This is an optimization exercise on Yosys and OpenROAD, whose aim is small area, a short achievable clock period and few clock cycles per item, not a production implementation.

Design saes_core, start of the top module:
module saes_core (
    input  wire        clk,
    input  wire        rst,
    input  wire        cmd_valid,
    output wire        cmd_ready,
    input  wire [23:0] cmd,
    output wire        rsp_valid,
    input  wire        rsp_ready,
    output wire        rsp_err,
    output wire [15:0] rsp_data
);
==> flow/config.mk <==
export PLATFORM = sky130hd
export DESIGN_NAME = saes_core
export DESIGN_NICKNAME = saes_core
export VERILOG_FILES = /design/flow/design.v
export SDC_FILE = /design/flow/constraint.sdc
export NUM_CORES = 4
export LEC_CHECK = 0
export ABC_AREA = 1
export CAP_MARGIN = 20
export CORE_MARGIN = 2
export CORE_UTILIZATION = 45
export SETUP_SLACK_MARGIN = 3
export SLEW_MARGIN = 20
==> flow/constraint.sdc <==
create_clock -name core_clock -period 10.0 [get_ports {clk}]
set_input_delay 2.0000 -clock core_clock [delete_from_list [all_inputs] [get_ports {clk}]]
set_output_delay 2.0000 -clock core_clock [all_outputs]
set_load 0.01 [all_outputs]
standard.sh (not shown) runs the stock make flow with config.mk's settings and CLKGATE_MAP_FILE= SYNTH_SCRIPT=/design/flow/synth_recipe.tcl, a recipe that flattens the netlist after the stock synthesis.
==> flow/flow/run.sh <==
#!/bin/bash
# Layout flow: the standard layout (standard.sh), with these changes:
#  - synthesis: Yosys's adder extraction is skipped (ADDER_MAP_FILE empty), so the
#    XOR-heavy cipher logic is mapped by ABC instead of being frozen into half-adder
#    cells, and ABC maps with flow/abc.script (deep AIG resynthesis, then area mapping)
#    in place of ORFS's abc_area.script;
#  - placement: every input and output port still gets its own buffer, but a buf_4
#    rather than the default choice (a slow delay cell).
# Everything else, including register names and cell types, is the standard flow's.
set -euo pipefail
export FLOW_WORK="$PWD"
export FLOW_ABC_SCRIPT="$PWD/flow/abc.script"
bash standard.sh ADDER_MAP_FILE= SYNTH_SCRIPT="$PWD/flow/synth.tcl" \
  BUFFER_PORTS_ARGS="-buffer_cell sky130_fd_sc_hd__buf_4" finish > standard_flow.log 2>&1
==> flow/flow/abc.script <==
strash
&get -n
&deepsyn -T 30
&put
dch -f
map -a
topo
stime -c
buffer -c
upsize -c
dnsize -c
==> flow/flow/synth.tcl <==
# The standard flow's synthesis script (synth_recipe.tcl), with ABC's -script replaced by this flow's.
proc abc {args} {
  set i [lsearch -exact $args -script]
  if { $i >= 0 } { lset args [expr { $i + 1 }] $::env(FLOW_ABC_SCRIPT) }
  yosys abc {*}$args
}
source $::env(FLOW_WORK)/synth_recipe.tcl
Rerun with:
--- a/flow/design.v
+++ b/flow/design.v
@@ -113,29 +113,25 @@
     wire [47:0] CW = {ck, EXW};
     wire [15:0] C0 = ck, C1 = EXW[31:16], C2 = EXW[15:0];
     wire [15:0] c2 = cx ^ (m ? C2 : C0);
     wire [15:0] c4 = m ? isubn(shr(c2)) : subn(shr(c2));
     wire [15:0] c3 = m ? shr(c2) : shr(c4);
     wire [15:0] cz = m ? (c4 ^ C1) : c4;
     wire [15:0] cm = m ? imix(cz) : mix(cz);
     wire [15:0] c5 = m ? cz : cm;
     wire [15:0] c6_nx = m ? cm : (cm ^ C1);
     reg  [15:0] MID;
     reg         mid_ok;
     wire [15:0] c6 = MID;
-    wire        is_subn = op[1] && !op[5];
-    wire [15:0] sb2_in  = is_subn ? S : shr(c6);
-    wire        sb2_inv = is_subn ? op[0] : m;
-    wire [15:0] sb2_out = sb2_inv ? isubn(sb2_in) : subn(sb2_in);
-    wire [15:0] c8 = sb2_out;
+    wire [15:0] c8 = m ? isubn(shr(c6)) : subn(shr(c6));
     wire [15:0] c7 = m ? shr(c6) : shr(c8);
     wire [15:0] c9 = c8 ^ (m ? C0 : C2);
     wire need_k  = (op == OP_RDW) || (op == OP_RDRK) || (op == OP_ARK);
     wire need_cm = (op == OP_ENC) || (op == OP_DEC) || (op == OP_TRC);
     wire need_cm_mode = (op == OP_TRC) ? imm[0] : op[0];
     wire need_t  = (op == OP_RDTK) || (op == OP_RDTW);
     wire need_ts = (op == OP_RDTS);
     wire need_mid = (op == OP_ENC) || (op == OP_DEC) || (op == OP_TRC) ||
                     ((op == OP_RDTS) && (imm[3] || (imm[2] && imm[1])));
     assign stall = (need_mid && !mid_ok) ||
                  (need_k && csrc) ||
                  (need_cm && (csrc || cmode != need_cm_mode)) ||
@@ -242,26 +238,26 @@
                 if (imm[1:0] == 2'd3) begin
                     ex_err = 1'b1; ex_code = E_INDEX;
                 end else if (!KSV) begin
                     ex_err = 1'b1; ex_code = E_NOKEY;
                 end else if (op == OP_RDRK) begin
                     ex_data = rk_i;
                 end else begin
                     ex_wr_s = 1'b1;
                     ex_s    = ark_s;
                 end
             end
             OP_ARKI:  begin ex_wr_s = 1'b1; ex_s = ark_s; end
-            OP_SUBN:  begin ex_wr_s = 1'b1; ex_s = sb2_out; end
-            OP_ISUBN: begin ex_wr_s = 1'b1; ex_s = sb2_out; end
+            OP_SUBN:  begin ex_wr_s = 1'b1; ex_s = subn(S); end
+            OP_ISUBN: begin ex_wr_s = 1'b1; ex_s = isubn(S); end
             OP_MIXC:  begin ex_wr_s = 1'b1; ex_s = mix(S); end
             OP_IMIXC: begin ex_wr_s = 1'b1; ex_s = imix(S); end
             OP_SHRW:  begin ex_wr_s = 1'b1; ex_s = shr(S); end
             OP_ENC:   begin ex_wr_s = 1'b1; ex_s = c9; end
             OP_DEC:   begin ex_wr_s = 1'b1; ex_s = c9; end
             OP_TRC:   begin ex_wr_s = 1'b1; ex_s = c9; end
             OP_RDTI, OP_RDTS, OP_RDTK, OP_RDTW: begin
                 if (ti > 4'd10 || (op == OP_RDTW && tj > 3'd5)) begin
                     ex_err = 1'b1; ex_code = E_INDEX;
                 end else if (!TRV) begin
                     ex_err = 1'b1; ex_code = E_NOTRACE;
                 end else begin
After rerunning:
- The changed run passed the timing, design-rule and antenna checks
- final area came out higher by 1.8%
- setup slack improves by 270 ps
- cell count came out higher by 3.5%
- global-route usage came out lower by 2.2 points
- wire length came out higher by 1.7%
- utilization came out lower by 2.1 points
- clock skew is about the same
- first-iteration DRC count came out higher by 1.1%
- synthesized cell count came out higher by 3.6%
- count of clock-buffer cells in the layout came out lower by 1
Function was not checked in any run of this note: the RTL went through the layout flow alone.

[separate check: timing with driven ports]
In the flow no input, the clock included, has a driving cell. The finished layouts below were timed again as built, in two steps. Step 1 assumes that a clkbuf_16 drives the clock port and a buf_2 every other input. Step 2 also shifts input and output timing later by t, the mid clock arrival at the registers, as if the neighbouring blocks saw the same clock. a / b / c = no drivers / after step 1 / after step 2; a / b = the first two.
run | shift t [ns] | slack for setup (ns) | cell pins on the clock port's net
the first run | 0.498 | 2.571 / 2.547 / 2.465 | 1
the second run | 0.522 | 2.843 / 2.747 / 2.581 | 1
After both steps every run listed still meets setup and hold. The setup slack of the second run, which loses most, moves by -0.096 ns with the drivers and by -0.262 ns with both steps.
